Source: an optimization exercise on an open RTL-to-GDS flow (aim: small area). Production flows keep margins and buffers that such runs may drop.
In this exercise RTL edits were held to simulation tests only and were not proved equivalent to the original.
No activity file was given, so power comes from the tool's default toggle rates.

==> flow/run.sh <==
#!/bin/bash
# Standard layout, except: an area-oriented ABC script for the logic,
# smaller port buffers, and CTS without dummy loads and with clkbuf_8.
set -euo pipefail
HERE=$(pwd)
{ head -n 1 synth_recipe.tcl; cat flow/abc_override.tcl; tail -n +2 synth_recipe.tcl; } > flow_synth.tcl
export FLOW_ABC_SCRIPT=$HERE/flow/area.abc
sed "s#SYNTH_SCRIPT=[^ ]*#SYNTH_SCRIPT=$HERE/flow_synth.tcl#" standard.sh > flow_standard.sh
grep -q "SYNTH_SCRIPT=$HERE/flow_synth.tcl" flow_standard.sh
cat >> config.mk <<'EOF'
export BUFFER_PORTS_ARGS = -buffer_cell sky130_fd_sc_hd__buf_1
export CTS_ARGS = -sink_clustering_enable -repair_clock_nets -dont_use_dummy_load -buf_list sky130_fd_sc_hd__clkbuf_8 -root_buf sky130_fd_sc_hd__clkbuf_8 -tree_buf sky130_fd_sc_hd__clkbuf_8 -sink_clustering_size 20 -sink_clustering_max_diameter 60
EOF
bash flow_standard.sh > standard.log 2>&1
==> flow/abc_override.tcl <==
# Map the logic with an area-oriented ABC script (flow/area.abc) in place
# of ORFS's delay-oriented one; the flip-flops are mapped before this step
# and stay as the standard synthesis makes them.
proc abc {args} {
  set i [lsearch -exact $args -script]
  if { $i >= 0 } { lset args [expr {$i + 1}] $::env(FLOW_ABC_SCRIPT) }
  yosys abc {*}$args
}
==> flow/area.abc <==
strash
ifraig
scorr
dc2
strash
&get -n
&dch -f
&nf -R 1000
&put
mfs2
strash
&get -n
&dch -f
&nf -R 1000
&put
mfs2
strash
&get -n
&dch -f
&nf -R 1000
&put
mfs2
strash
&get -n
&dch -f
&nf -R 1000
&put
topo
==> standard.sh <==
#!/bin/bash
# synth_recipe.tcl (not shown) runs the flow's synth.tcl, then flattens the netlist and writes it again
# the make line also repeats each setting of config.mk as NAME=value (left out here)
make -C /OpenROAD-flow-scripts/flow DESIGN_CONFIG=/design/flow/config.mk WORK_HOME=/design/flow/orfs CLKGATE_MAP_FILE= SYNTH_SCRIPT=/design/flow/synth_recipe.tcl "${@:-finish}"
==> config.mk <==
export PLATFORM = sky130hd
export DESIGN_NAME = rbfsm_rx
export DESIGN_NICKNAME = rbfsm_rx
export VERILOG_FILES = /design/flow/design.v
export SDC_FILE = /design/flow/constraint.sdc
export NUM_CORES = 4
export LEC_CHECK = 0
export CAP_MARGIN = 20
export CORE_MARGIN = 2
export CORE_UTILIZATION = 60
export PLACE_DENSITY = 0.85
export SLEW_MARGIN = 20
export BUFFER_PORTS_ARGS = -buffer_cell sky130_fd_sc_hd__buf_1
export CTS_ARGS = -sink_clustering_enable -repair_clock_nets -dont_use_dummy_load -buf_list sky130_fd_sc_hd__clkbuf_8 -root_buf sky130_fd_sc_hd__clkbuf_8 -tree_buf sky130_fd_sc_hd__clkbuf_8 -sink_clustering_size 20 -sink_clustering_max_diameter 60
==> constraint.sdc <==
create_clock -name core_clock -period 8.0 [get_ports {clk}]
set_input_delay 1.6000 -clock core_clock [delete_from_list [all_inputs] [get_ports {clk}]]
set_output_delay 1.6000 -clock core_clock [all_outputs]
set_load 0.01 [all_outputs]
==> design.v <==
module rbfsm_rx (
    input  wire        clk,
    input  wire        rst,
    input  wire        push_valid,
    input  wire [7:0]  push_data,
    output wire        push_ready,
    input  wire        cmd_valid,
    input  wire [7:0]  cmd_cap,
    output wire        busy,
    output wire        res_valid,
    output wire [3:0]  res_code,
    output wire [7:0]  res_val,
    output wire [15:0] res_crc,
    output wire        dout_valid,
    output wire [7:0]  dout_data,
    output wire [6:0]  rb_len,
    output reg  [15:0] corrupt_count
);
    localparam [1:0] S_IDLE = 2'd0;
    localparam [1:0] S_LAP1 = 2'd1;
    localparam [1:0] S_LAP2 = 2'd3;
    localparam [1:0] S_FIN  = 2'd2;
    reg  [511:0] sr;        
    reg  [6:0]   len;       
    reg          win;       
    reg  [5:0]   rot;       
    reg  [1:0]   state;
    reg          done;      
    reg          esc;       
    reg  [2:0]   bc;        
    reg  [7:0]   c;         
    reg  [15:0]  crc;       
    reg          bad;       
    wire lap1 = (state == S_LAP1);
    assign res_valid = (state == S_IDLE) && (rot == 6'd63);
    wire lap2 = (state == S_LAP2);
    wire fin  = (state == S_FIN);
    assign busy       = (state != S_IDLE);
    assign push_ready = !busy && !len[6];
    assign rb_len     = len;
    wire do_push = push_valid && push_ready;
    wire do_cmd  = cmd_valid && !busy;
    wire [7:0] raw  = sr[511:504];
    wire       is7E = (raw == 8'h7E);
    wire       is7D = (raw == 8'h7D);
    wire [7:0] nx1  = sr[503:496];    
    wire [7:0] nx2  = sr[495:488];
    wire [7:0] nx3  = sr[487:480];
    wire       inwin = win || len[6];
    wire       work  = inwin && !done;
    wire act  = win && (len != 7'd0);
    wire skip = !act && is7E;
    wire last  = (bc == 3'd7);
    wire emitc = esc || (!is7D && !is7E);
    wire [7:0] emit_byte = raw ^ {2'b00, esc, 5'b00000};
    wire       ebit = emit_byte[~bc];
    wire       two  = !c[7];     
    wire tail2 = (esc && is7E) || (nx1 == 8'h7E) || (nx2 == 8'h7E) ||
                 ((nx1 == 8'h7D) && (nx3 == 8'h7E));
    wire step = lap1 || (lap2 && (!work || last));    
    wire cons = work && (lap1 ? skip : last);         
    assign dout_valid = lap2 && work && emitc && (bc == 3'd0);
    assign dout_data  = emit_byte;
    wire emit_en = lap2 && work && emitc;
    wire zero    = fin && !two && (rot[5:3] == 3'd0);
    wire rotm    = (emit_en && tail2) || zero;
    wire crc_en  = lap1 || emit_en || zero;
    wire inb     = ebit && lap2;
    wire fb = (crc[15] ^ ebit) && !lap1 && !rotm;
    wire [15:0] crc_next = {crc[14:12], crc[11] ^ fb, crc[10:8],
                            rotm ? inb : crc[7], crc[6:5], crc[4] ^ fb,
                            crc[3:0], lap1 || (rotm ? crc[15] : fb)};
    wire ok = two && !bad;
    wire dec = done && !c[7];
    assign res_code = {1'b0, !(dec && ok), dec ? !ok : !done, dec ? !ok : done};
    assign res_val  = {1'b0, c[6:0]};
    assign res_crc  = crc;
    always @(posedge clk) begin
        if (do_push || step)
            sr <= {sr[503:0], busy ? raw : push_data};
        if (do_cmd)
            bad <= 1'b0;
        else if ((emit_en && tail2 && (crc[7] ^ ebit)) || zero)
            bad <= 1'b1;
        if (crc_en)
            crc <= crc_next;
    end
    always @(posedge clk) begin
        if (rst) begin
            state         <= S_IDLE;
            len           <= 7'd0;
            rot           <= 6'd0;
            corrupt_count <= 16'd0;
        end else begin
            if (do_push) begin
                len <= len + 7'd1;
            end else if (step) begin
                if (!inwin && rot == 6'd63)
                    len <= 7'd0;                  
                else if (!win && len[6])
                    len <= {6'd0, !cons};         
                else if (!cons)
                    len <= len + 7'd1;
                if (len[6])
                    win <= 1'b1;
            end
            if (step || fin || res_valid)
                rot <= rot + 6'd1;
            case (state)
            S_IDLE: begin
                if (do_cmd) begin
                    state <= S_LAP1;
                    win   <= 1'b0;
                    done  <= 1'b0;
                    esc   <= 1'b0;
                    bc    <= 3'd0;
                    c     <= cmd_cap[7] ? 8'd0 : {1'b0, ~cmd_cap[6:0]};
                end
            end
            S_LAP1: begin
                if (work) begin
                    if (!skip) begin
                        if (is7E) begin
                            done <= 1'b1;
                            esc  <= 1'b0;
                        end else if (esc) begin
                            esc <= 1'b0;
                        end else begin
                            c <= c + 8'd1;
                            if (is7D)
                                esc <= 1'b1;
                        end
                    end
                end
                if (rot == 6'd63) begin
                    if ((done || (work && !skip && is7E)) && !c[7]) begin
                        state <= S_LAP2;
                        win   <= 1'b0;
                        done  <= 1'b0;
                        esc   <= 1'b0;
                        c     <= 8'hFE;
                    end else begin
                        state <= S_FIN;
                    end
                end
            end
            S_LAP2: begin
                if (work) begin
                    bc <= bc + 3'd1;
                    if (last) begin
                        if (emitc)
                            c <= c + 8'd1;
                        if (is7E) begin
                            done <= 1'b1;
                            esc  <= 1'b0;
                        end else if (esc) begin
                            esc <= 1'b0;
                        end else if (is7D) begin
                            esc <= 1'b1;
                        end
                    end
                end
                if (step && rot == 6'd63)
                    state <= S_FIN;
            end
            S_FIN: begin
                if (rot[5:1] == 5'b11110 && !ok)
                    c <= c + 8'd1;
                if (rot == 6'd62) begin
                    if (dec && !ok)
                        corrupt_count <= corrupt_count + 16'd1;
                    state <= S_IDLE;
                end
            end
            endcase
        end
    end
endmodule
==> results.txt, run 1 <==
- Mapped Area: 0.0187 mm²
- Status: no timing/DRC/antenna violations
- RSZ-0062 raised after global routing: no
- Total wire length: 26.4 mm
- Slew Limit Fails: 0
- Number of DRC markers in iteration 0: 1020
- Clk buf depth: 3
- CP Launch Type: flop
- FILL cells: 1912
- Die Y: 181 µm
- Crit Path Max Fanout: 17
- Post-route clock skew: 38.8 ps
- Number of top-level pins: 83
- Peak supply drop: 0.000154 V
- H-tree levels: 2
- WP data arrival: 2520 ps
- Placed Instances: 1337
- Pwr Density: 258 mW/mm²
- Register area share after synthesis: 90.3%
- Post-CTS sizing: 0
- Avg WL per Cell: 19.2 µm
- Total die area: 0.0326 mm²
- Largest net degree at the start of global routing: 212
- Mean Syn Cell Area: 21.2 µm²
- HPWL after DPL: 15.2 mm
- Total number of vias: 7792
- Hold Buf Count CTS: 0
- DRC viols: 0
- Ys flop type: edfxtp_1
- Layout cell share with drive strength beyond 1: 4.50%
- Peak Freq: 243 MHz
- DIE WIDTH: 181 µm
- Via density: 5.68
- Syn. warnings: 1
- Initial core utilization: 61.1%
- Post-DRT Antenna Nets: 0
- FF+latch count, synth: 574
- Final min period: 4120 ps
- Core area: 0.0307 mm²
- CTS Buf Count: 36
- Number of synthesized flops with an enable pin: 542
- Leak Pwr: 6.28 nW
- PortBufs: 80
- Number of buffers inserted by post-CTS setup repair: 0
- Final net count: 1008
- Setup violators final: 0
- Gpl congestion: 0.923
- Final Hold Viols: 0
- Max cap viols: 0
- Crit share post-route: 51.5%
- Cells after synthesis: 884
- Via count of the first global-routing pass: 7308
- Post-synthesis cell type count: 41
- Root buf cell: clkbuf_8
- Cell Rows: 64
- GRT Overall Usage: 15.9%
- Grt total ovfl: 0
- First-pass GRT wire length: 40.5 mm
- TritonCTS clock tree: done
- Crit path kind: reg2out
- Worst-Skew Late Latency: 560 ps
- Async SR Flop Fraction: 0%
- Worst Max-Slew Pin Slew: 1040 ps
- Worst hold-check path type: reg2reg
- Final core utilization: 64.8%
- Crit end category: output port
- Setup TNS Final: 0 ps
- Clock Pin Slew Worst Setup and Hold Paths: 110 ps
- Non-Filler Instances: 1373
- Clock sinks: 574
- Layout area overhead: 6.16%
- Initial antenna violation count: 0
- ANT cells: 0
- Pre-CTS WS: 3610 ps
- WP data required: 6400 ps
- DRT Pass-1 Iters: 5
- Slew margin rel.: 30.4%
- Setup ws final: 3880 ps
==> registers in the layout (all words and copies together) (netlist names) <==
name           cells
corrupt_count     16
sr               512
esc                1
c                  8
crc               16
win                1
state              2
len                7
bc                 3
done               1
rot                6
bad                1
==> cell usage after synthesis, types with 2 or more instances <==
cell type | n | area share, %
edfxtp_1 | 542 | 87
nor2_1 | 64 | 1.3
nand2_1 | 33 | 0.66
dfxtp_1 | 32 | 3.4
buf_4 | 28 | 1.1
a21oi_1 | 24 | 0.64
nor3_1 | 22 | 0.59
and3_1 | 16 | 0.53
clkinv_1 | 11 | 0.22
o21ai_0 | 11 | 0.29
ha_1 | 9 | 0.60
nand3_1 | 8 | 0.21
xnor2_1 | 8 | 0.37
a31oi_1 | 7 | 0.23
nand2b_1 | 7 | 0.23
and2_0 | 6 | 0.20
xor2_1 | 6 | 0.28
nand4_1 | 5 | 0.17
nor2b_1 | 4 | 0.13
nor4_1 | 4 | 0.13
a211oi_1 | 3 | 0.12
and4_1 | 3 | 0.14
mux2i_1 | 3 | 0.16
o21a_1 | 3 | 0.12
o221ai_1 | 3 | 0.14
a41o_1 | 2 | 0.11
mux4_2 | 2 | 0.24
nand3b_1 | 2 | 0.080
nor3b_1 | 2 | 0.080
o22ai_1 | 2 | 0.067
or3_1 | 2 | 0.067
==> metrics by stage <==
stage                     instance area, µm²  power, mW  hold slack [ps]
after floorplan                        18700       3.95              400
after global placement                 19400       3.99              402
after detailed placement               19400       4.00              405
after CTS                              19900       5.17              421
after global routing                   19900       5.31              428
final                                  19900       5.13              416
==> layout make-up <==
type	instances	area (µm²)	area share, %
clock buffer	36	495	2.49
inverter	11	41.3	0.208
multi-input combinational	272	1570	7.92
sequential	574	16900	85.1
tap	396	495	2.49
timing repair buffer	84	359	1.81
==> path summary, 6_finish.rpt <==
| check | slack (ps) | start | cells past startpoint | endpoint |
|---|---|---|---|---|
| max reg2reg | 4120 | state[0] | 6 | sr[253] |
| min reg2reg | 420 | sr[317] | 0 | sr[325] |
| max | 3880 | state[0] | 4 | res_valid |
| min | 420 | sr[317] | 0 | sr[325] |
==> cell usage in the layout (no fill, tap or decap), types with 8 or more instances in the layout <==
cell type / instances
nand3_1: 8
a21oi_1: 24
nand2_1: 33
o21ai_0: 11
nor2_1: 63
dfxtp_1: 32
and3_1: 16
ha_1: 9
clkbuf_8: 36
edfxtp_1: 542
nor3_1: 22
buf_1: 80
xnor2_1: 8
clkinv_1: 11
==> critical path, stage by stage, from the launching register on <==
cell and delay [ps]:
dfxtp_1 470, nor2_2 600, clkinv_1 490, nor2_1 240, buf_1 190
==> layer usage <==
layer	share of wire [%]	vias up	routed length, µm	track usage (%)
li1	-	3546	-	-
met4	2.2	0	577	4.32
met3	6.5	54	1720	3.01
met5	0	-	0	0
met2	45	281	11900	23.6
met1	46	3911	12200	24.7
==> cells by family (layout without fill, tap and decap cells) <==
kind of cell / Yosys count / count (layout) / share of synthesized area (%)
flip-flops: 574 / 574 / 90.3
AND/OR/NAND/NOR: 180 / 180 / 4.62
AO/OA/AOI/OAI: 62 / 62 / 2.04
buffers and inverters: 39 / 131 / 1.34
XOR/XNOR: 14 / 14 / 0.655
adder cells (fa/ha/maj): 9 / 9 / 0.601
multiplexers: 5 / 5 / 0.401
other: 1 / 2 / 0.0200
==> power by group <==
| group | leakage, nW | switching [mW] | internal (mW) |
|---|---|---|---|
| sequential | 5.24 | 0.0964 | 3.66 |
| combinational | 0.775 | 0.153 | 0.0329 |
| clock | 0.259 | 0.779 | 0.409 |
==> run 2, diff against run 1 <==
==> flow/area.abc (replaced) <==
strash
ifraig
scorr
dc2
strash
&get -n
&dch -f
&nf -R 1000
&put
mfs2
strash
&get -n
&dch -f
&nf -R 1000
&put
topo
--- a/config.mk
+++ b/config.mk
@@ -9,5 +9,4 @@
 export CORE_MARGIN = 2
 export CORE_UTILIZATION = 60
-export PLACE_DENSITY = 0.85
 export SLEW_MARGIN = 20
 export BUFFER_PORTS_ARGS = -buffer_cell sky130_fd_sc_hd__buf_1
==> results.txt, run 2 <==
- Final Hold Viols: 0
- Number of top-level pins: 83
- Grt total ovfl: 0
- Initial core utilization: 61.1%
- WP data arrival: 2960 ps
- Flop pwr share: 73.2%
- Most common cell in the netlist: edfxtp_1
- H-tree levels: 2
- Via density: 5.61
- Cell Rows: 64
- WP data required: 6400 ps
- Flop2flop setup slack: 3680 ps
- Avg WL per Cell: 19.1 µm
- Via count of the first global-routing pass: 7564
- RSZ-0062 raised after global routing: no
- Max cap viols: 0
- R2r endpoint: sr[275]
- Commonest non-fill, non-tap cell in the layout: edfxtp_1
- Status: no timing/DRC/antenna violations
- Setup ws final: 3440 ps
- DRC viols: 0
- Async SR Flop Fraction: 0%
- Hold Buf Count CTS: 0
- Pwr Density: 284 mW/mm²
- Final net count: 1017
- Top cell type's share of synthesized area: 86.6%
- Clk buf depth: 3
- Layout area overhead: 6.21%
- Crit path kind: reg2out
- Hold path startpoint: sr[378]
- R2R Path Start: state[0]
- Post-DRT Antenna Nets: 0
- R2R depth: 6
- Post-route clock skew: 62.4 ps
- DRT Pass-1 Iters: 5
- Number of DRC markers in iteration 0: 673
- Mapped Area: 0.0188 mm²
- Mean Syn Cell Area: 21.1 µm²
- P_sw: 1.20 mW
- FILL cells: 2088
- Number of buffers inserted by post-CTS setup repair: 0
- Worst hold endpoint: sr[386]
- HPWL after DPL: 14.8 mm
- Initial antenna violation count: 0
- Slew Limit Fails: 0
- Root buf cell: clkbuf_8
- Gpl congestion: 0.882
- Final min period: 4560 ps
- Yosys top cell by area: edfxtp_1
- Peak supply drop: 0.000191 V
- Total wire length: 26.3 mm
- Ys flop type: edfxtp_1
- Setup violators final: 0
- Number of synthesized flops with an enable pin: 542
- Clock sinks: 574
- Worst hold-check path type: reg2reg
- Hold_ws: 384 ps
- Clock Pin Slew Worst Setup and Hold Paths: 110 ps
- Die Y: 181 µm
- Synth area leaders: edfxtp_1 (87%), dfxtp_1 (3.4%), nor2_1 (1.3%)
- Crit end category: output port
- Worst-Skew Late Latency: 550 ps
- Internal: 4.47 mW
- Pre-CTS WS: 3510 ps
- Top post-synthesis cells by count: edfxtp_1 (542), nor2_1 (64), a21oi_1 (32), dfxtp_1 (32), nand2_1 (30)
- CP Launch Type: flop
- Largest net degree at the start of global routing: 181
- Post-CTS sizing: 0
- First-pass GRT wire length: 41.6 mm
- Worst Max-Slew Pin Slew: 1000 ps
- ANT cells: 0
- Register area share after synthesis: 90.0%
- Layout cell share with drive strength beyond 1: 4.56%
- GRT Overall Usage: 16.1%
- Non-Filler Instances: 1382
- Post-synthesis cell type count: 43
- CTS Buf Count: 37
- Commonest non-fill, non-tap cells in the layout: edfxtp_1 (542), buf_1 (80), nor2_1 (64), clkbuf_8 (37)
- Setup TNS Final: 0 ps
- Core area: 0.0307 mm²
- DIE WIDTH: 181 µm
- Placed Instances: 1345
- Number of flip-flops in the largest register: 512
- Reg with most FFs: sr
- Top Registers: sr: 512 flops, corrupt_count: 16 flops, crc: 16 flops
- Crit share post-route: 57.0%
- Leak Pwr: 6.27 nW
- TritonCTS clock tree: done
- Total number of vias: 7757
- Clock Power Share: 21.0%
- Combinational power share: 5.7%
- Number of stages on the worst hold path: 0
- FF+latch count, synth: 574
- Cells after synthesis: 891
- Crit Path Max Fanout: 17
- PortBufs: 80
- Peak Freq: 219 MHz
- Total die area: 0.0327 mm²
- Sw frac: 21.2%
- Syn. warnings: 1
- Slew margin rel.: 33.1%
-- run 2: worst max-delay path by stage --
stage	to	slack, ps	cells after the start	startpoint
finish	push_ready	3440	4	state[0]
global route	push_ready	3100	4	state[0]
CTS	push_ready	3370	4	state[0]
detailed placement	sr[166]	3510	6	state[0]
global placement	sr[166]	3710	6	state[0]
floorplan	len[5]	2430	7	push_valid
-- run 2: critical path, stage by stage (launching register included) --
cell,delay (ps)
dfxtp_1,500
nor2_1,850
clkinv_1,600
nor2_1,310
buf_1,190
-- run 2: metal layers --
layer | share of wire [%] | GRT usage, %
met1 | 48 | 24.9
met2 | 46 | 24.1
met3 | 3.7 | 2.48
met4 | 2.4 | 5.24
met5 | 0 | 0
-- run 2: layout make-up --
type	count	area [µm²]	share of cell area (%)
sequential	574	16900	84.8
tap	396	495	2.48
inverter	9	60.1	0.301
timing repair buffer	85	342	1.71
multi-input combinational	281	1630	8.18
clock buffer	37	509	2.55
-- run 2: power groups by stage --
stage | Combinational [mW] | Sequential [mW] | Clock [mW]
final | 0.324 | 4.15 | 1.19
after CTS | 0.331 | 4.16 | 1.26
after floorplan | 0.241 | 4.20 | 0
after global routing | 0.366 | 4.20 | 1.36
after detailed placement | 0.335 | 4.21 | 0
after global placement | 0.322 | 4.21 | 0
-- run 2: cell families after synthesis --
group | synth area share [%]
adder cells (fa/ha/maj) | 0.599
buffers and inverters | 1.30
other | 0.0200
flip-flops | 90.0
AND/OR/NAND/NOR | 4.79
AO/OA/AOI/OAI | 2.20
XOR/XNOR | 0.653
multiplexers | 0.400
-- run 2: metrics by stage --
step / cell area [µm²] / utilization [%] / total power [mW]
6_report: 20000 / 64.9 / 5.67
5_1_grt: 20000 / 64.9 / 5.93
4_1_cts: 20000 / 64.9 / 5.75
3_5_place_dp: 19400 / 63.2 / 4.55
3_3_place_gp: 19400 / 63.2 / 4.53
2_1_floorplan: 18800 / - / 4.44
==> run 3, diff against run 2 <==
--- a/flow/area.abc
+++ b/flow/area.abc
@@ -14,3 +14,15 @@
 &nf -R 1000
 &put
+mfs2
+strash
+&get -n
+&dch -f
+&nf -R 1000
+&put
+mfs2
+strash
+&get -n
+&dch -f
+&nf -R 1000
+&put
 topo
==> results.txt, run 3 <==
- Synth Area in Adders: 0.601%
- Number of synthesized flops with an enable pin: 542
- Synth Area in Compound Gates: 2.04%
- DIE WIDTH: 181 µm
- WP data required: 6400 ps
- Via density: 5.55
- Crit end category: output port
- HPWL after DPL: 13.9 mm
- Setup violators final: 0
- Commonest non-fill, non-tap cell in the layout: edfxtp_1
- Top cell type's share of synthesized area: 86.9%
- Post-synthesis cell type count: 41
- Layout area overhead: 6.40%
- Syn. warnings: 1
- Layout cell share with drive strength beyond 1: 4.80%
- Die Y: 181 µm
- Top Registers: sr: 512 flops, corrupt_count: 16 flops, crc: 16 flops
- DRC viols: 0
- Post-Synth Simple-Gate Area: 4.62%
- Post-route clock skew: 68.9 ps
- Largest net degree at the start of global routing: 152
- WP data arrival: 2600 ps
- Yosys top cell by area: edfxtp_1
- Pwr Density: 258 mW/mm²
- Async SR Flop Fraction: 0%
- Most common cell in the netlist: edfxtp_1
- Peak Freq: 238 MHz
- Cells after synthesis: 884
- Final Hold Viols: 0
- Mux cell area share after synthesis: 0.401%
- Mapped Area: 0.0187 mm²
- Hold Buf Count CTS: 0
- Post-DRT Antenna Nets: 0
- CP Launch Type: flop
- Worst-Skew Late Latency: 570 ps
- Number of top-level pins: 83
- Initial antenna violation count: 0
- Hold path startpoint: sr[260]
- CTS Buf Count: 37
- Post-CTS sizing: 0
- Mean Syn Cell Area: 21.2 µm²
- Clk buf depth: 3
- ANT cells: 0
- Grt total ovfl: 0
- Final Instance Area: 0.0199 mm²
- H-tree levels: 2
- Crit share post-route: 52.4%
- Setup TNS Final: 0 ps
- Final core utilization: 65.0%
- RSZ-0062 raised after global routing: no
- Avg WL per Cell: 18.4 µm
- Clock Pin Slew Worst Setup and Hold Paths: 100 ps
- Top post-synthesis cells by count: edfxtp_1 (542), nor2_1 (64), nand2_1 (33)
- Crit path launch: state[0]
- Via count of the first global-routing pass: 7448
- Synth Area in XOR/XNOR: 0.655%
- Synth area leaders: edfxtp_1 (87%), dfxtp_1 (3.4%), nor2_1 (1.3%)
- Largest stage delay, worst path: 610 ps
- Overall Power: 5.13 mW
- Total number of vias: 7643
- Worst hold-check path type: reg2reg
- Slowest-stage cell, CP: nor2_2
- Gpl congestion: 0.829
- Status: no timing/DRC/antenna violations
- Initial core utilization: 61.1%
- Register area share after synthesis: 90.3%
- Number of flip-flops in the largest register: 512
- Total die area: 0.0326 mm²
- Max cap viols: 0
- Worst path cell trace: nor2_2, clkinv_1, nor2_1, buf_1
- Slew margin rel.: 32.3%
- Core area: 0.0307 mm²
- Peak supply drop: 0.000163 V
- Crit Path Max Fanout: 17
- TritonCTS clock tree: done
- Number of buffers inserted by post-CTS setup repair: 0
- Slew Limit Fails: 0
- Reg with most FFs: sr
- Crit path kind: reg2out
- Worst Max-Slew Pin Slew: 1010 ps
- DRT Pass-1 Iters: 5
- Largest family of logic cells by synthesized area: simple AND/OR/NAND/NOR gates
- Commonest non-fill, non-tap cells in the layout: edfxtp_1 (542), buf_1 (80), nor2_1 (63), clkbuf_8 (37), nand2_1 (33)
- Leak Pwr: 6.30 nW
- Root buf cell: clkbuf_8
- First-pass GRT wire length: 40.2 mm
- R2R Path Start: state[0]
- Total wire length: 25.3 mm
- GRT Overall Usage: 15.4%
- Clock sinks: 574
- Number of DRC markers in iteration 0: 645
- Placed Area: 0.0194 mm²
- Final min period: 4200 ps
- FF+latch count, synth: 574
- Cell Rows: 64
- PortBufs: 80
- Final net count: 1011
- Ys flop type: edfxtp_1
==> run 3: kinds of logic after synthesis <==
kind of cell / after synthesis
xor gates and xnor gates: 14
muxes: 5
and+or+nand+nor: 180
AOI/OAI and AO/OA: 62
adders and majority gates: 9
buffers and inverters: 39
DFF: 574
other: 1
==> run 3: power breakdown <==
part           leakage (nW)  internal, mW  switching (mW)
Sequential             5.24          3.65          0.0939
Clock                 0.266         0.419           0.774
Combinational         0.792        0.0362           0.152
==> run 3: per-stage QoR <==
step           setup slack [ps]  hold WS (ps)  cells
5_1_grt                    3540           375   1376
2_1_floorplan              2050           400    885
4_1_cts                    3360           367   1375
6_report                   3800           366   1376
3_5_place_dp               3400           405   1338
3_3_place_gp               3610           402   1338
==> run 3: final timing paths <==
check	cells after the start	slack, ps	endpoint
max	4	3800	res_valid
min reg2reg	0	370	sr[268]
min	0	370	sr[268]
max reg2reg	7	4250	sr[295]
==> run 3: area by class of cell <==
type                    count  area, µm²
inverters                  11       41.3
clock buffers              37        509
well taps                 396        495
flip-flops and latches    574      16900
repair buffers             86        390
fillers                  2037      10700
multi-input cells         272       1570
==> run 3: critical path: cells and delay by family (launching register included) <==
kind / cells / cell delay (ps)
DFF: 1 / 440
and+or+nand+nor: 2 / 920
buffers and inverters: 2 / 730
==> run 3: layer usage <==
layer | up-vias | GRT usage (%) | share of wire, %
met2 | 153 | 21.9 | 44
met1 | 3889 | 24.5 | 49
met4 | 0 | 5.19 | 2.5
met3 | 55 | 2.85 | 4.1
met5 | - | 0 | 0
li1 | 3546 | - | -
==> run 4, diff against run 3 <==
--- a/config.mk
+++ b/config.mk
@@ -9,4 +9,6 @@
 export CORE_MARGIN = 2
 export CORE_UTILIZATION = 60
+export GPL_TIMING_DRIVEN = 0
+export PLACE_DENSITY = 0.75
 export SLEW_MARGIN = 20
 export BUFFER_PORTS_ARGS = -buffer_cell sky130_fd_sc_hd__buf_1
==> results.txt, run 4 <==
- Status: no timing/DRC/antenna violations
- Slew Limit Fails: 0
- Top post-synthesis cells by count: edfxtp_1 (542), nor2_1 (64), nand2_1 (33)
- Avg WL per Cell: 18.1 µm
- TritonCTS clock tree: done
- Final min period: 4090 ps
- PortBufs: 80
- Syn. warnings: 1
- Largest net degree at the start of global routing: 60
- Clock sinks: 574
- Via density: 5.53
- Post-CTS sizing: 0
- FF+latch count, synth: 574
- Peak supply drop: 0.000200 V
- Synth area leaders: edfxtp_1 (87%), dfxtp_1 (3.4%), nor2_1 (1.3%)
- Clk buf depth: 3
- Setup violators final: 0
- Reg with most FFs: sr
- Mean Syn Cell Area: 21.2 µm²
- First-pass GRT wire length: 39.3 mm
- DRT Pass-1 Iters: 5
- Commonest non-fill, non-tap cell in the layout: edfxtp_1
- Register area share after synthesis: 90.3%
- Total die area: 0.0326 mm²
- WP data required: 6400 ps
- Async SR Flop Fraction: 0%
- Crit end category: output port
- Overall Power: 5.15 mW
- Crit path kind: reg2out
- HPWL after DPL: 14.9 mm
- Root buf cell: clkbuf_8
- Slew margin rel.: 50.9%
- RSZ-0062 raised after global routing: no
- Commonest non-fill, non-tap cells in the layout: edfxtp_1 (542), buf_1 (79), nor2_1 (63), clkbuf_8 (37), nand2_1 (33)
- Grt total ovfl: 0
- Top Registers: sr: 512 flops, corrupt_count: 16 flops, crc: 16 flops
- Post-route clock skew: 57.7 ps
- WP data arrival: 2490 ps
- Pwr Density: 254 mW/mm²
- ANT cells: 0
- Top cell type's share of synthesized area: 86.9%
- Ys flop type: edfxtp_1
- Leak Pwr: 6.50 nW
- Gpl congestion: 0.866
- Worst hold-check path type: reg2reg
- Layout area overhead: 8.32%
- Number of flip-flops in the largest register: 512
- Crit Path Max Fanout: 17
- Clock Pin Slew Worst Setup and Hold Paths: 100 ps
- Worst-Skew Late Latency: 550 ps
- DIE WIDTH: 181 µm
- Setup TNS Final: 0 ps
- Yosys top cell by area: edfxtp_1
- FILL cells: 1911
- Number of DRC markers in iteration 0: 762
- Layout cell share with drive strength beyond 1: 7.91%
- Crit share post-route: 51.1%
- Number of buffers inserted by post-CTS setup repair: 0
- H-tree levels: 2
- Number of stages on the worst hold path: 0
- Mapped Area: 0.0187 mm²
- Final net count: 1042
- Via count of the first global-routing pass: 7402
- Core area: 0.0307 mm²
- CP Launch Type: flop
- Peak Freq: 245 MHz
- DRC viols: 0
- Hold Buf Count CTS: 0
- Final Hold Viols: 0
- Cells after synthesis: 884
- Die Y: 181 µm
- Post-DRT Antenna Nets: 0
- GRT Overall Usage: 15.3%
- Cell Rows: 64
- Max cap viols: 0
- Initial core utilization: 61.1%
- CTS Buf Count: 37
- Number of top-level pins: 83
- Initial antenna violation count: 1
- Post-synthesis cell type count: 41
- Total wire length: 25.4 mm
- Total number of vias: 7779
- Worst Max-Slew Pin Slew: 731 ps
- Number of synthesized flops with an enable pin: 542
- R2R depth: 8
- Most common cell in the netlist: edfxtp_1
==> run 4: metrics by stage <==
step / hold WS (ps) / utilization, % / cell area [µm²] / setup slack (ps) / std cells
after floorplan: 400 / - / 18700 / 2050 / 885
after global placement: 404 / 63.7 / 19500 / 628 / 1361
after detailed placement: 405 / 64.5 / 19800 / 3760 / 1370
after CTS: 371 / 66.1 / 20300 / 3410 / 1407
after global routing: 376 / 66.1 / 20300 / 3700 / 1407
final: 378 / 66.1 / 20300 / 3910 / 1407
==> run 4: logic make-up after synthesis <==
| logic type | share of synthesized area [%] |
|---|---|
| AO/OA/AOI/OAI | 2.04 |
| XOR/XNOR | 0.655 |
| adder cells (fa/ha/maj) | 0.601 |
| buffers and inverters | 1.34 |
| flip-flops | 90.3 |
| multiplexers | 0.401 |
| other | 0.0200 |
| AND/OR/NAND/NOR | 4.62 |
==> run 4: routing by layer <==
layer / share of wire (%) / global-route usage, %
met5: 0 / 0
met4: 2.6 / 4.84
met3: 5.2 / 2.97
met1: 48 / 24.3
met2: 44 / 21.9
==> run 4: path summary, 6_finish.rpt <==
check / start / endpoint / slack [ps]
worst min register to register: sr[129] / sr[137] / 380
worst max-delay path: state[1] / res_valid / 3910
worst max register to register: state[1] / sr[299] / 4290
worst min-delay path: sr[129] / sr[137] / 380
==> run 4: worst max-delay path, cell delays in order, from the launching register on <==
cell,delay [ps]
dfxtp_1,450
nor2_2,630
clkinv_1,470
nor2_1,240
buf_1,200
==> run 4: area by class of cell <==
class / instances / area [µm²] / share of cell area [%]
inverter: 11 / 41.3 / 0.204
clock buffer: 37 / 509 / 2.51
buffer: 28 / 210 / 1.04
tap: 396 / 495 / 2.44
timing repair buffer: 89 / 534 / 2.63
sequential: 574 / 16900 / 83.4
multi-input combinational: 272 / 1580 / 7.79
==> run 4: report_power, final <==
part / leakage, nW / total [mW] / internal, mW / switching [mW]
combinational: 0.989 / 0.222 / 0.0617 / 0.160
sequential: 5.24 / 3.75 / 3.65 / 0.0937
clock: 0.266 / 1.18 / 0.419 / 0.761
==> run 5, diff against run 4 <==
--- a/config.mk
+++ b/config.mk
@@ -9,5 +9,4 @@
 export CORE_MARGIN = 2
 export CORE_UTILIZATION = 60
-export GPL_TIMING_DRIVEN = 0
 export PLACE_DENSITY = 0.75
 export SLEW_MARGIN = 20
==> results.txt, run 5 <==
- Status: no timing/DRC/antenna violations
- First-pass GRT wire length: 38.7 mm
- CP Launch Type: flop
- Leak Pwr: 6.27 nW
- Setup violators final: 0
- Placed Area: 0.0194 mm²
- Pwr Density: 256 mW/mm²
- FF+latch count, synth: 574
- Avg WL per Cell: 18.2 µm
- HPWL after DPL: 14.1 mm
- Post-DRT Antenna Nets: 0
- Initial antenna violation count: 0
- Total number of vias: 7583
- Post-synthesis cell type count: 41
- Most common cell in the netlist: edfxtp_1
- RSZ-0062 raised after global routing: no
- Final Hold Viols: 0
- Clock Pin Slew Worst Setup and Hold Paths: 110 ps
- Number of top-level pins: 83
- Synth area leaders: edfxtp_1 (87%), dfxtp_1 (3.4%), nor2_1 (1.3%)
- Clock Power Share: 22.7%
- Final min period: 3940 ps
- Ys flop type: edfxtp_1
- DRC viols: 0
- P_sw: 1.00 mW
- Top post-synthesis cells by count: edfxtp_1 (542), nor2_1 (64), nand2_1 (33)
- Via count of the first global-routing pass: 7116
- Layout area overhead: 6.09%
- Setup ws final: 4060 ps
- Number of buffers inserted by post-CTS setup repair: 0
- Final Instance Area: 0.0199 mm²
- Internal: 4.09 mW
- Gpl congestion: 0.851
- Post-CTS sizing: 0
- Root buf cell: clkbuf_8
- Overall Power: 5.09 mW
- Grt total ovfl: 0
- Layout cell share with drive strength beyond 1: 4.40%
- ANT cells: 0
- Register area share after synthesis: 90.3%
- Sw frac: 19.7%
- Crit path kind: reg2out
- Async SR Flop Fraction: 0%
- Combinational power share: 3.6%
- Yosys top cell by area: edfxtp_1
- Crit share post-route: 49.2%
- WP data arrival: 2340 ps
- Peak Freq: 254 MHz
- PortBufs: 80
- DR WL met2: 10.8 mm
- Slew margin rel.: 30.1%
- Post-route clock skew: 31.0 ps
- Die Y: 181 µm
- Syn. warnings: 1
- Final core utilization: 64.8%
- Flop pwr share: 73.7%
- Crit end category: output port
- Clock sinks: 574
- Worst Max-Slew Pin Slew: 1050 ps
- FF/Latch Area: 0.0169 mm²
- Non-Filler Instances: 1373
- Cell Rows: 64
- TritonCTS clock tree: done
- DIE WIDTH: 181 µm
- Initial core utilization: 61.1%
- Commonest non-fill, non-tap cell in the layout: edfxtp_1
- FILL cells: 1995
- DRT Pass-1 Iters: 6
- Cells after synthesis: 884
- CTS Buf Count: 35
- Setup TNS Final: 0 ps
- WL met3: 1.39 mm
- Total die area: 0.0326 mm²
- Multi-input gate area: 0.00157 mm²
- Via density: 5.52
- Top Registers: sr: 512 flops, corrupt_count: 16 flops, crc: 16 flops
- H-tree levels: 2
- DR top layer: met4
- Met1 wire length: 12.3 mm
- Number of flip-flops in the largest register: 512
- Placed Instances: 1338
- Slew Limit Fails: 0
- Number of DRC markers in iteration 0: 828
- Final net count: 1008
- Peak supply drop: 0.000149 V
- WP data required: 6400 ps
- Clk buf depth: 3
- Commonest non-fill, non-tap cells in the layout: edfxtp_1 (542), buf_1 (80), nor2_1 (64), clkbuf_8 (35), nand2_1 (33)
- Total wire length: 25.0 mm
- Reg with most FFs: sr
- Top cell type's share of synthesized area: 86.9%
- Crit Path Max Fanout: 4
- Hold_ws: 395 ps
- GRT Overall Usage: 15.1%
- Hold Buf Count CTS: 0
- Core area: 0.0307 mm²
- Mean Syn Cell Area: 21.2 µm²
- Worst hold-check path type: reg2reg
- Max cap viols: 0
- Number of synthesized flops with an enable pin: 542
- Pre-CTS WS: 4260 ps
- Worst-Skew Late Latency: 560 ps
- Largest net degree at the start of global routing: 209
- Mapped Area: 0.0187 mm²
run 5: cell counts after synthesis:
Identical to the previous run, type by type.
run 5: kinds of logic (layout without fill, tap and decap cells):
group | count (synthesis) | in the layout | synth area share [%]
compound gates | 62 | 62 | 2.04
xor+xnor | 14 | 14 | 0.655
fa+ha+maj | 9 | 9 | 0.601
buf+inv | 39 | 131 | 1.34
flops | 574 | 574 | 90.3
mux | 5 | 5 | 0.401
other cells | 1 | 2 | 0.0200
simple gates | 180 | 180 | 4.62
run 5: layer usage:
metal | GRT usage, % | up-vias
li1 | - | 3550
met5 | 0 | -
met1 | 24.6 | 3788
met2 | 21.2 | 207
met3 | 2.81 | 38
met4 | 4.52 | 0
run 5: layout make-up:
cell class,instances,share of cell area (%)
inverters,11,0.208
flip-flops and latches,574,85.1
clock buffers,35,2.42
multi-input cells,272,7.91
well taps,396,2.49
repair buffers,85,1.83
run 5: final timing paths:
kind | start | to | slack (ps) | depth (start not counted)
max | sr[510] | dout_valid | 4060 | 8
min | sr[292] | sr[300] | 390 | 0
max reg2reg | state[1] | sr[271] | 4730 | 6
min reg2reg | sr[292] | sr[300] | 390 | 0
run 5: power groups by stage:
stage / Combinational (mW) / Clock [mW] / Sequential, mW
2_1_floorplan: 0.135 / 0 / 3.81
3_3_place_gp: 0.184 / 0 / 3.81
3_5_place_dp: 0.188 / 0 / 3.81
4_1_cts: 0.186 / 1.21 / 3.75
5_1_grt: 0.207 / 1.32 / 3.78
6_report: 0.184 / 1.16 / 3.75
run 5: worst max-delay path: stages (launching register included):
cell      delay [ps]
edfxtp_1         500
nand4b_1         180
nor3_1            70
nand3b_1         120
clkinv_1          90
nor2_1           250
nand2_1          130
nor3b_1          260
buf_1            190
==> run 6, diff against run 5 <==
--- a/config.mk
+++ b/config.mk
@@ -9,4 +9,5 @@
 export CORE_MARGIN = 2
 export CORE_UTILIZATION = 60
+export GPL_ROUTABILITY_DRIVEN = 0
 export PLACE_DENSITY = 0.75
 export SLEW_MARGIN = 20
==> results.txt, run 6 <==
- Status: no timing/DRC/antenna violations
- Top Registers: sr: 512 flops, corrupt_count: 16 flops, crc: 16 flops
- GR peak layer: met1
- Cell Rows: 64
- CP Launch Type: flop
- Top post-synthesis cells by count: edfxtp_1 (542), nor2_1 (64), nand2_1 (33)
- Post-synthesis cell type count: 41
- TritonCTS clock tree: done
- Total number of vias: 7622
- Avg WL per Cell: 18.0 µm
- RSZ-0062 raised after global routing: no
- Largest net degree at the start of global routing: 206
- Number of flip-flops in the largest register: 512
- Final core utilization: 64.8%
- H-tree levels: 2
- Yosys top cell by area: edfxtp_1
- Number of stages on the worst hold path: 0
- DIE WIDTH: 181 µm
- Clock Pin Slew Worst Setup and Hold Paths: 110 ps
- GRT Overall Usage: 14.7%
- Final Hold Viols: 0
- Cells after synthesis: 884
- Synth area leaders: edfxtp_1 (87%), dfxtp_1 (3.4%), nor2_1 (1.3%)
- Initial core utilization: 61.1%
- Layout area overhead: 6.08%
- M2 GR Usage: 20.3%
- Reg with most FFs: sr
- Clock sinks: 574
- Crit end category: output port
- DRT Pass-1 Iters: 5
- Number of buffers inserted by post-CTS setup repair: 0
- Number of DRC markers in iteration 0: 788
- Worst-Skew Late Latency: 560 ps
- Initial antenna violation count: 0
- Mapped Area: 0.0187 mm²
- Clk buf depth: 3
- Ys flop type: edfxtp_1
- Peak supply drop: 0.000196 V
- Crit path kind: reg2out
- Slew margin rel.: 32.3%
- WP data required: 6400 ps
- Worst hold-check path type: reg2reg
- P_sw: 1.01 mW
- Combinational power share: 3.6%
- HPWL after DPL: 13.9 mm
- Post-CTS sizing: 0
- Most common cell in the netlist: edfxtp_1
- Setup TNS Final: 0 ps
- DRC viols: 0
- Clock Power Share: 22.8%
- GR met1 Demand/Resource: 24.1%
- Hold Buf Count CTS: 0
- First-pass GRT wire length: 37.7 mm
- WP data arrival: 2440 ps
- Via count of the first global-routing pass: 7002
- Max cap viols: 0
- Total die area: 0.0326 mm²
- Final net count: 1007
- CTS Buf Count: 35
- Via density: 5.55
- R2R Path Start: state[1]
- Top cell type's share of synthesized area: 86.9%
- M3 GR Usage: 2.63%
- R2R depth: 6
- Crit share post-route: 50.4%
- Final min period: 4040 ps
- Crit Path Max Fanout: 17
- R2r endpoint: sr[188]
- Die Y: 181 µm
- PortBufs: 80
- Async SR Flop Fraction: 0%
- Layout cell share with drive strength beyond 1: 4.41%
- Peak Freq: 248 MHz
- Grt total ovfl: 0
- Setup violators final: 0
- Syn. warnings: 1
- Register area share after synthesis: 90.3%
- Pwr Density: 257 mW/mm²
- FF+latch count, synth: 574
- Flop pwr share: 73.6%
- Worst Max-Slew Pin Slew: 1020 ps
- Commonest non-fill, non-tap cells in the layout: edfxtp_1 (542), buf_1 (80), nor2_1 (63), clkbuf_8 (35), nand2_1 (33)
- Critical Path End: res_valid
- Core area: 0.0307 mm²
- Post-route clock skew: 32.3 ps
- Leak Pwr: 6.27 nW
- Total wire length: 24.8 mm
- Mean Syn Cell Area: 21.2 µm²
- Number of top-level pins: 83
- Slew Limit Fails: 0
- Sw frac: 19.8%
- Post-DRT Antenna Nets: 0
- Root buf cell: clkbuf_8
- Commonest non-fill, non-tap cell in the layout: edfxtp_1
- Number of synthesized flops with an enable pin: 542
- Flop2flop setup slack: 4170 ps
- Crit path launch: state[1]
- Internal: 4.09 mW
## run 6: cell counts after synthesis
No cell type changed its count.
## run 6: worst min path at each step
stage,startpoint,endpoint
floorplan,sr[92],sr[100]
global placement,sr[17],sr[25]
detailed placement,sr[128],sr[136]
CTS,sr[188],sr[196]
global route,sr[188],sr[196]
finish,sr[268],sr[276]
## run 6: per-layer routing
metal / up-vias / routed length (µm)
met4: 0 / 575
met3: 52 / 1170
li1: 3550 / -
met2: 200 / 10600
met5: - / 0
met1: 3820 / 12500
## run 6: per-stage QoR
stage                     hold WS [ps]  instances  total power [mW]  cell area, µm²  setup slack, ps
after floorplan                    400        885              3.95           18700             2050
after global placement             401       1337              3.99           19400             3940
after detailed placement           405       1337              4.00           19400             3770
after CTS                          404       1372              5.15           19900             3520
after global routing               413       1372              5.29           19900             3680
final                              398       1373              5.10           19900             3960
## run 6: cell type report
class	instances	area [µm²]
sequential	574	16900
fill	1951	10800
multi-input combinational	272	1570
tap	396	495
clock buffer	35	482
timing repair buffer	84	355
inverter	11	41.3
antenna	1	2.50
## run 6: logic make-up after synthesis
logic type,Yosys count,synth area share [%]
compound gates,62,2.04
buf+inv,39,1.34
mux,5,0.401
fa+ha+maj,9,0.601
flops,574,90.3
simple gates,180,4.62
xor+xnor,14,0.655
other cells,1,0.0200
## run 6: power groups by stage
stage / registers [mW] / logic, mW / clock network (mW)
after CTS: 3.75 / 0.185 / 1.21
final: 3.75 / 0.183 / 1.16
after global routing: 3.77 / 0.206 / 1.31
after detailed placement: 3.81 / 0.188 / 0
after global placement: 3.81 / 0.182 / 0
after floorplan: 3.81 / 0.135 / 0
## run 6: worst max-delay path: stages (launching register included)
cell and delay, ps:
dfxtp_1 440, nor2_2 600, clkinv_1 470, nor2_1 220, buf_1 180

## re-timing with driven ports
The results above use ideal ports. As a check the final layouts listed here were re-extracted and re-timed, cells and wires unchanged.
Step 1 sets driving cells, clkbuf_16 on the clock port and buf_2 on the other inputs (assumed; they add their load-dependent delay and slew).
Step 2, shift: input delay + t, output delay - t, t = (earliest + latest rising clock arrival at the registers) / 2. This alone moves slack from input paths to output paths.
Slacks: no drivers / after step 1 / after step 2; pairs: no drivers / after step 1.
run	t, ns	slack for setup (ns)	slew at the worst register clock pin (ns)	pins driven straight from the clock port
run 1	0.581	3.877 / 3.836 / 4.117	0.12 / 0.12	1
run 2	0.568	3.440 / 3.390 / 3.678	0.12 / 0.12	1
run 3	0.579	3.804 / 3.760 / 4.253	0.11 / 0.11	1
run 4	0.569	3.910 / 3.867 / 4.294	0.11 / 0.11	1
run 5	0.585	4.062 / 4.018 / 4.219	0.12 / 0.12	1
run 6	0.589	3.964 / 3.919 / 4.169	0.11 / 0.11	1
After both steps setup and hold are still met in every run listed.
